Context: an optimization exercise on an open-source flow, tuned for small area. The choices shown serve that exercise and are no tape-out recipe. RTL that was checked went through simulation tests only; none was proved equivalent to the original. Power is estimated from default activity; no workload was simulated.

Setup of lane 3:
==> flow/design.v (excerpt) <==
module mcar_timer (
    input  wire        clk,
    input  wire        rst,         
    input  wire [39:0] cmd,
    input  wire        cmd_valid,
    input  wire        tick,        
    input  wire [7:0]  flag0,       
    input  wire [7:0]  flag1,       
    output wire        busy,
    output wire [7:0]  result,
    output wire [7:0]  fault,
    output wire [5:0]  pin_dir,
    output wire [5:0]  pin_out,
    output wire [7:0]  cb_out,
    output reg         cb_strobe
);
For scale: roughly 90 flip-flops, roughly 98 I/O pins, ~6800 sq um of cells after synthesis.
==> flow/config.mk <==
export PLATFORM = sky130hd
export DESIGN_NAME = mcar_timer
export DESIGN_NICKNAME = mcar_timer
export VERILOG_FILES = /design/flow/design.v
export SDC_FILE = /design/flow/constraint.sdc
export NUM_CORES = 4
export LEC_CHECK = 0
export CAP_MARGIN = 20
export CORE_MARGIN = 2
export CORE_UTILIZATION = 40
export SLEW_MARGIN = 20
==> flow/constraint.sdc <==
create_clock -name core_clock -period 14.0 [get_ports {clk}]
set_input_delay 2.8000 -clock core_clock [delete_from_list [all_inputs] [get_ports {clk}]]
set_output_delay 2.8000 -clock core_clock [all_outputs]
set_load 0.01 [all_outputs]
standard.sh (not shown) runs the stock make flow with config.mk's settings and CLKGATE_MAP_FILE= SYNTH_SCRIPT=/design/flow/synth_recipe.tcl, a recipe that flattens the netlist after the stock synthesis.
==> flow/flow/run.sh <==
#!/bin/bash
# Standard ORFS layout (the standard.sh, standard synthesis unchanged) with two
# changes: the port buffers use the smallest buffer cell, and CTS builds a small tree
# (one sink cluster, clkbuf_8, no dummy loads).
set -euo pipefail
export BUFFER_PORTS_ARGS="-buffer_cell sky130_fd_sc_hd__buf_1"
export CTS_ARGS="-sink_clustering_enable -repair_clock_nets -dont_use_dummy_load -sink_clustering_size 100 -sink_clustering_max_diameter 500 -buf_list sky130_fd_sc_hd__clkbuf_8"
bash standard.sh finish > standard_flow.log 2>&1
For lane 5, these inputs were changed with respect to lane 3:
-- flow/design.v --
<<< lane 3, line 104
    wire        q_zero  = m_zero || (!short && s[11:3] == 9'd0 && lo_n7);
    wire [7:0]  plan_q  = q_zero ? 8'd0 : qx[8:1];
    wire        isr_step = !flt && ovf_pend;
    wire        isr_done_cnt;
    mt_ge  #(16) u_isr_ge  (.a(isr_cnt), .b(need1), .ge(isr_done_cnt));
    wire        isr_done  = isr_done_cnt || tflag_up;
    wire        isr_clear = isr_step && isr_done;
    wire [15:0] isr_inc;
    mt_inc #(16) u_isr_inc (.a(isr_cnt), .ci(isr_step && !isr_done), .s(isr_inc), .co());
    wire        poll_step = !flt && !ovf_pend && dpoll_act && t_tov;
    wire [15:0] poll_dec;
    wire        poll_zero;
    mt_inc #(16) u_poll (.a(poll_left), .ci(poll_step), .s(poll_dec), .co(poll_zero));
    reg        n_run, n_toie, n_tov, n_pend, n_mstop, n_flt, n_pdir;
    reg        n_ena0, n_ena1, n_pwm, n_strobe;
    reg [7:0]  n_k, n_cb;
    reg [15:0] n_need1, n_poll_left;
    reg [1:0]  n_tref, n_mref, n_res, n_ph;
    reg [3:0]  n_on;
>>> lane 5, line 104
    wire        q_zero  = m_zero || (!short && s[11:3] == 9'd0 && lo_n7);
    wire [7:0]  plan_q  = q_zero ? 8'd0 : qx[8:1];
    wire [15:0] isr_inc;
    wire        isr_done_cnt;
    mt_inc #(16) u_isr_inc (.a(isr_cnt), .ci(1'b1), .s(isr_inc), .co());
    mt_ge  #(16) u_isr_ge  (.a(isr_cnt), .b(need1), .ge(isr_done_cnt));
    wire [15:0] poll_dec;
    wire        poll_zero;
    mt_inc #(16) u_poll (.a(poll_left), .ci(1'b1), .s(poll_dec), .co(poll_zero));
    reg        n_run, n_toie, n_tov, n_pend, n_mstop, n_flt, n_pdir;
    reg        n_ena0, n_ena1, n_pwm, n_strobe;
    reg [7:0]  n_k, n_cb;
    reg [15:0] n_need1, n_isr_cnt, n_poll_left;
    reg [1:0]  n_tref, n_mref, n_res, n_ph;
    reg [3:0]  n_on;
<<< lane 3, line 130
    always @(*) begin
        n_run       = t_run;
        n_toie      = t_toie;
        n_tov       = t_tov;
        n_pend      = ovf_pend;
        n_need1     = need1;
        n_poll_left = poll_dec;
        n_tref      = tref;
        n_mref      = mref;
>>> lane 5, line 126
    always @(*) begin
        n_run       = t_run;
        n_k         = t_k;
        n_toie      = t_toie;
        n_tov       = t_tov;
        n_pend      = ovf_pend;
        n_need1     = need1;
        n_isr_cnt   = isr_cnt;
        n_poll_left = poll_left;
        n_tref      = tref;
        n_mref      = mref;
<<< lane 3, line 158
        end else if (ovf_pend) begin
            n_pend = 1'b0;
            if (isr_done) begin
                n_run     = 1'b0;
                if (cb == 8'd1)
>>> lane 5, line 156
        end else if (ovf_pend) begin
            n_pend = 1'b0;
            if (isr_done_cnt || tflag_up) begin
                n_isr_cnt = 16'd0;
                n_run     = 1'b0;
                if (cb == 8'd1)
<<< lane 3, line 164
                else if (cb != 8'd0)
                    n_strobe = 1'b1;
            end
        end else begin
>>> lane 5, line 163
                else if (cb != 8'd0)
                    n_strobe = 1'b1;
            end else begin
                n_isr_cnt = isr_inc;
            end
        end else begin
<<< lane 3, line 254
                        n_dpoll = 1'b0;
                        if (!setdc_act && !rot_act) n_res = 2'd0;
                    end
                end
>>> lane 5, line 255
                        n_dpoll = 1'b0;
                        if (!setdc_act && !rot_act) n_res = 2'd0;
                    end else begin
                        n_poll_left = poll_dec;
                    end
                end
<<< lane 3, line 291
                n_need1     = plan_n1;
                n_poll_left = ~plan_n1;
                k_mux       = ~plan_q;
                n_run       = 1'b1;
                n_dpoll     = 1'b1;
            end
            k_tick = !raise_fault && tick && n_run;
            if (k_ovf) begin
>>> lane 5, line 294
                n_need1     = plan_n1;
                n_poll_left = ~plan_n1;
                n_k         = ~plan_q;
                n_run       = 1'b1;
                n_dpoll     = 1'b1;
            end
            k_mux = n_k;
            k_tick = !raise_fault && tick && n_run;
            if (k_ovf) begin
<<< lane 3, line 300
                if (t_toie) n_pend = 1'b1;
            end
        end
        if (raise_fault) n_flt = 1'b1;
        n_k = k_dec;
    end
    always @(posedge clk) begin
>>> lane 5, line 304
                if (t_toie) n_pend = 1'b1;
            end
            n_k = k_dec;
        end
        if (raise_fault) n_flt = 1'b1;
    end
    always @(posedge clk) begin
<<< lane 3, line 330
            t_tov     <= n_tov;
            ovf_pend  <= n_pend;
            isr_cnt   <= isr_clear ? 16'd0 : isr_inc;
            tref      <= n_tref;
            mref      <= n_mref;
>>> lane 5, line 334
            t_tov     <= n_tov;
            ovf_pend  <= n_pend;
            isr_cnt   <= n_isr_cnt;
            tref      <= n_tref;
            mref      <= n_mref;
<<< lane 3, line 368
        assign c[i+1] = (a[i] & b[i]) | (c[i] & (a[i] ^ b[i]));
    end endgenerate
endmodule
module mt_inc #(parameter W = 8) (
>>> lane 5, line 372
        assign c[i+1] = (a[i] & b[i]) | (c[i] & (a[i] ^ b[i]));
    end endgenerate
endmodule
module mt_dec #(parameter W = 8) (
    input  wire [W-1:0] a,
    output wire [W-1:0] d,
    output wire         z
);
    wire [W:0] b;
    assign b[0] = 1'b1;
    genvar i;
    generate for (i = 0; i < W; i = i + 1) begin : g
        assign d[i]   = a[i] ^ b[i];
        assign b[i+1] = b[i] & ~a[i];
    end endgenerate
    assign z = b[W];
endmodule
module mt_inc #(parameter W = 8) (
==> comparison <==
Lane 5 did not stop at any stage, and its layout met the timing, DRC and antenna checks.
Combinational power ended up about 4% lower on lane 5 than on lane 3.
The startpoint of the most critical setup path comes out cmd[2] in one run and cmd[0] in the other, namely in lane 3 and lane 5 respectively.
[lane 5] sequential portion of the cell area rose 2.4 points relative to lane 3
STATUS total power after layout: lane 5 loses against lane 3
Global-route total usage across every layer in lane 5 vs lane 3: down 0.17 points
Compared to lane 3, lane 5 leaves more free space in the core.
Power share of the clock group on lane 5 is down relative to lane 3.
Lane 5 gives less number of distinct library cell variants in the gate-level netlist after synthesis than lane 3 did.
Lane 5 against lane 3; peak supply drop is down by more than 10%.
Cell count: lane 5 higher than lane 3
No functional check of the RTL was part of lane 5.

---

Setup of alpha:
Another version of the RTL of mcar_timer (not shown whole).
Size: roughly 730 cells after synthesis, about 6700 um^2 of cells after synthesis.
clock: 14.0 ns
lec_check: 0
cap_margin: 20
core_margin: 2
core_utilization: 40
slew_margin: 20
==> flow/flow/run.sh <==
#!/bin/bash
# Standard ORFS layout (the standard.sh, standard synthesis unchanged) with these
# changes: the port buffers use the smallest buffer cell; the constant outputs share
# one tie cell; CTS builds a small tree (clkbuf_8, no dummy loads); after global routing
# the resizer downsizes cells on paths with positive slack (RECOVER_POWER), then
# repairs slew and capacitance again (post_grt.tcl).
set -euo pipefail
HERE="$(cd "$(dirname "${BASH_SOURCE[0]}")" && pwd)"
export BUFFER_PORTS_ARGS="-buffer_cell sky130_fd_sc_hd__buf_1"
export SKIP_REPAIR_TIE_FANOUT=1
export CTS_ARGS="-sink_clustering_enable -repair_clock_nets -dont_use_dummy_load -sink_clustering_size 100 -sink_clustering_max_diameter 500 -buf_list sky130_fd_sc_hd__clkbuf_8"
export RECOVER_POWER=100
export POST_GLOBAL_ROUTE_TCL="$HERE/post_grt.tcl"
bash standard.sh finish > standard_flow.log 2>&1
==> flow/flow/post_grt.tcl <==
# After power recovery: repair max slew and capacitance again, then legalize and
# reroute the nets that changed.
global_route -start_incremental
repair_design -slew_margin 20 -cap_margin 20
detailed_placement
global_route -end_incremental
estimate_parasitics -global_routing
alpha closes out successfully: all stages finished, all timing, DRC and antenna checks passed.
The following lists how beta was set up differently from alpha:
--- a/flow/design.v
+++ b/flow/design.v
@@ -243,43 +243,43 @@
     reg        raise_fault, start;
     reg  [7:0] k_mux;
     reg        k_tick;
     wire [7:0] k_dec;
     wire       k_ovf;
     mt_inc #(8) u_k (.a(k_mux), .ci(k_tick), .s(k_dec), .co(k_ovf));
     always @(*) begin
         n_run       = t_run;
         n_toie      = t_toie;
         n_tov       = t_tov;
         n_pend      = ovf_pend;
-        n_need1     = dpoll_act ? need1 : plan_n1;
-        n_poll_left = dpoll_act ? poll_dec : ~plan_n1;
+        n_need1     = need1;
+        n_poll_left = poll_dec;
         n_tref      = tref;
         n_mref      = mref;
         n_cb        = cb;
         n_mstop     = mstop;
         n_res       = res;
         n_flt       = flt;
         n_pdir      = pdir;
         n_ena0      = ena0;
         n_ena1      = ena1;
         n_pwm       = pwm;
         n_strobe    = 1'b0;
         n_dpoll     = dpoll_act;
         n_setdc     = setdc_act;
         n_on        = on_ms;
         n_ph        = setdc_ph;
         n_rot       = rot_act;
         raise_fault = 1'b0;
         start       = 1'b0;
-        k_mux       = dpoll_act ? t_k : ~plan_q;
+        k_mux       = t_k;
         k_tick      = 1'b0;
         if (flt) begin
         end else if (ovf_pend) begin
             n_pend = 1'b0;
             if (isr_done) begin
                 n_run     = 1'b0;
                 if (cb == 8'd1)
                     n_mstop = 1'b1;
                 else if (cb != 8'd0)
                     n_strobe = 1'b1;
             end
@@ -399,22 +399,25 @@
                             n_ph = setdc_ph + 2'd1;
                             if (!tflag_up) start = 1'b1;
                         end
                     end
                 endcase
             end else begin
                 n_ena0 = !ena0;
                 n_rot  = 1'b0;
                 n_res  = 2'd0;
             end
             if (start) begin
+                n_need1     = plan_n1;
+                n_poll_left = ~plan_n1;
+                k_mux       = ~plan_q;
                 n_run       = 1'b1;
                 n_dpoll     = 1'b1;
             end
             k_tick = !raise_fault && tick && n_run;
             if (k_ovf) begin
                 n_tov = 1'b1;
                 if (t_toie) n_pend = 1'b1;
             end
         end
         if (raise_fault) n_flt = 1'b1;
         n_k = k_dec;
[summary]
- beta completed every stage of the flow, and the final layout passed the timing, DRC and antenna checks.
- The lower met2 track demand over resource in global routing came out of beta.
- Going from alpha to beta, the worst reg-to-reg path cell count was found to have gone up by about 6%.
- beta and alpha ended up with nearly the same area fraction of clock buffers and clock inverters.
- Capture point of the worst path = need1[15]$_DFFE_PP_: beta; capture point of the worst path = poll_left[14]$_DFF_P_: alpha
- beta ended up with a lower worst supply voltage drop on vdd than alpha did.
- Compare beta and alpha | half-perimeter wire length of the detailed placement result lower: beta
- Final critical path time including I/O delays and setup in beta is 0.34 ns higher than in alpha
Function not checked in alpha: the RTL went through the layout flow alone.

---

== JK ==
Another version of the RTL of mcar_timer (not shown whole).
Size: about 90 flip-flops, roughly 98 I/O pins, roughly 6800 um^2 of cells after synthesis.
Settings: LEC_CHECK=0, CAP_MARGIN=20, CORE_MARGIN=2, CORE_UTILIZATION=40, SLEW_MARGIN=20; clock period 14.0 ns.
==> flow/flow/run.sh <==
#!/bin/bash
# Standard ORFS layout (the standard.sh, standard synthesis unchanged) with these
# changes: the port buffers use the smallest buffer cell, CTS builds a small tree
# (clkbuf_8, no dummy loads), and after global routing the resizer downsizes cells
# on paths with positive slack (RECOVER_POWER).
set -euo pipefail
export BUFFER_PORTS_ARGS="-buffer_cell sky130_fd_sc_hd__buf_1"
export CTS_ARGS="-sink_clustering_enable -repair_clock_nets -dont_use_dummy_load -sink_clustering_size 100 -sink_clustering_max_diameter 500 -buf_list sky130_fd_sc_hd__clkbuf_8"
export RECOVER_POWER=100
bash standard.sh finish > standard_flow.log 2>&1
No crash in JK: every stage finished, but the layout fails its final checks due to capacitance limit, slew limit.
Relative to JK, the following input files were edited for MS:
-- flow/design.v --
<<< JK, line 104
    wire        q_zero  = m_zero || (!short && s[11:3] == 9'd0 && lo_n7);
    wire [7:0]  plan_q  = q_zero ? 8'd0 : qx[8:1];
    wire        isr_step = !flt && ovf_pend;
    wire        isr_done_cnt;
    mt_ge  #(16) u_isr_ge  (.a(isr_cnt), .b(need1), .ge(isr_done_cnt));
    wire        isr_done  = isr_done_cnt || tflag_up;
    wire        isr_clear = isr_step && isr_done;
    wire [15:0] isr_inc;
    mt_inc #(16) u_isr_inc (.a(isr_cnt), .ci(isr_step && !isr_done), .s(isr_inc), .co());
    wire        poll_step = !flt && !ovf_pend && dpoll_act && t_tov;
    wire [15:0] poll_dec;
    wire        poll_zero;
    mt_inc #(16) u_poll (.a(poll_left), .ci(poll_step), .s(poll_dec), .co(poll_zero));
    reg        n_run, n_toie, n_tov, n_pend, n_mstop, n_flt, n_pdir;
    reg        n_ena0, n_ena1, n_pwm, n_strobe;
>>> MS, line 104
    wire        q_zero  = m_zero || (!short && s[11:3] == 9'd0 && lo_n7);
    wire [7:0]  plan_q  = q_zero ? 8'd0 : qx[8:1];
    wire [15:0] isr_inc;
    wire        isr_done_cnt;
    mt_inc #(16) u_isr_inc (.a(isr_cnt), .ci(1'b1), .s(isr_inc), .co());
    mt_ge  #(16) u_isr_ge  (.a(isr_cnt), .b(need1), .ge(isr_done_cnt));
    wire [15:0] poll_dec;
    wire        poll_zero;
    mt_inc #(16) u_poll (.a(poll_left), .ci(1'b1), .s(poll_dec), .co(poll_zero));
    reg        n_run, n_toie, n_tov, n_pend, n_mstop, n_flt, n_pdir;
    reg        n_ena0, n_ena1, n_pwm, n_strobe;
<<< JK, line 130
    always @(*) begin
        n_run       = t_run;
        n_toie      = t_toie;
        n_tov       = t_tov;
        n_pend      = ovf_pend;
        n_need1     = need1;
        n_poll_left = poll_dec;
        n_tref      = tref;
        n_mref      = mref;
>>> MS, line 126
    always @(*) begin
        n_run       = t_run;
        n_k         = t_k;
        n_toie      = t_toie;
        n_tov       = t_tov;
        n_pend      = ovf_pend;
        n_need1     = need1;
        n_isr_cnt   = isr_cnt;
        n_poll_left = poll_left;
        n_tref      = tref;
        n_mref      = mref;
<<< JK, line 158
        end else if (ovf_pend) begin
            n_pend = 1'b0;
            if (isr_done) begin
                n_run     = 1'b0;
                if (cb == 8'd1)
>>> MS, line 156
        end else if (ovf_pend) begin
            n_pend = 1'b0;
            if (isr_done_cnt || tflag_up) begin
                n_isr_cnt = 16'd0;
                n_run     = 1'b0;
                if (cb == 8'd1)
<<< JK, line 164
                else if (cb != 8'd0)
                    n_strobe = 1'b1;
            end
        end else begin
>>> MS, line 163
                else if (cb != 8'd0)
                    n_strobe = 1'b1;
            end else begin
                n_isr_cnt = isr_inc;
            end
        end else begin
<<< JK, line 254
                        n_dpoll = 1'b0;
                        if (!setdc_act && !rot_act) n_res = 2'd0;
                    end
                end
>>> MS, line 255
                        n_dpoll = 1'b0;
                        if (!setdc_act && !rot_act) n_res = 2'd0;
                    end else begin
                        n_poll_left = poll_dec;
                    end
                end
<<< JK, line 291
                n_need1     = plan_n1;
                n_poll_left = ~plan_n1;
                k_mux       = ~plan_q;
                n_run       = 1'b1;
                n_dpoll     = 1'b1;
            end
            k_tick = !raise_fault && tick && n_run;
            if (k_ovf) begin
>>> MS, line 294
                n_need1     = plan_n1;
                n_poll_left = ~plan_n1;
                n_k         = ~plan_q;
                n_run       = 1'b1;
                n_dpoll     = 1'b1;
            end
            k_mux = n_k;
            k_tick = !raise_fault && tick && n_run;
            if (k_ovf) begin
<<< JK, line 300
                if (t_toie) n_pend = 1'b1;
            end
        end
        if (raise_fault) n_flt = 1'b1;
        n_k = k_dec;
    end
    always @(posedge clk) begin
>>> MS, line 304
                if (t_toie) n_pend = 1'b1;
            end
            n_k = k_dec;
        end
        if (raise_fault) n_flt = 1'b1;
    end
    always @(posedge clk) begin
<<< JK, line 330
            t_tov     <= n_tov;
            ovf_pend  <= n_pend;
            isr_cnt   <= isr_clear ? 16'd0 : isr_inc;
            tref      <= n_tref;
            mref      <= n_mref;
>>> MS, line 334
            t_tov     <= n_tov;
            ovf_pend  <= n_pend;
            isr_cnt   <= n_isr_cnt;
            tref      <= n_tref;
            mref      <= n_mref;
Notes after the runs:
Compared to JK, MS has compound-cell area share of the yosys netlist 0.40 points lower. Against JK, MS reports a global-route wire length before repair that is higher. MS did not stop at any stage, and its layout met the timing, DRC and antenna checks. MS vs. JK: global-route usage went down by 0.17 points. Summary of MS over JK: non-clock buffer count -about 2%, post-layout worst setup margin +21 ps. The final cell count without fillers of MS is higher than that of JK. Between JK and MS, the switching part of the total power does not differ in any meaningful way.
No run of this note included a check of the RTL's function; only the layout flow was run.

port drivers added, routing unchanged:
No port has a modelled driver above. Below, the same layouts with a new extraction and two added sets of constraints. Step 1 (the two cells are an assumption about what drives the block):
set clk [get_ports {clk}]
set_driving_cell -lib_cell sky130_fd_sc_hd__clkbuf_16 $clk
set_driving_cell -lib_cell sky130_fd_sc_hd__buf_2 [delete_from_list [all_inputs] $clk]
Step 2, shift: input delay + t, output delay - t, t = (earliest + latest rising clock arrival at the registers) / 2. This alone moves slack from input paths to output paths. Three values: ideal ports, drivers, drivers and shift; two values: the first two.
| run | shift t [ns] | setup WS [ns] | worst setup path after step 2 | latest minus earliest clock arrival (ns) | worst data-port slew with drivers (ns) |
|---|---|---|---|---|---|
| lane 3 | 0.407 | 0.418 / 0.436 / 0.028 | input to register | 0.035 / 0.035 | 0.04 |
| lane 5 | 0.410 | 0.438 / 0.453 / 0.043 | input to register | 0.037 / 0.038 | 0.07 |
| alpha | 0.411 | 0.711 / 0.729 / 0.318 | input to register | 0.029 / 0.030 | 0.04 |
| beta | 0.404 | 0.373 / 0.388 / -0.016 | input to register | 0.030 / 0.030 | 0.04 |
| JK | 0.408 | 0.424 / 0.440 / 0.032 | input to register | 0.034 / 0.034 | 0.04 |
| MS | 0.414 | 0.445 / 0.460 / 0.046 | input to register | 0.036 / 0.037 | 0.07 |
With both steps, setup timing fails in beta, where it was met with ideal ports. The setup slack of MS, which loses most, moves by +0.015 ns with the drivers and by -0.399 ns with both steps.
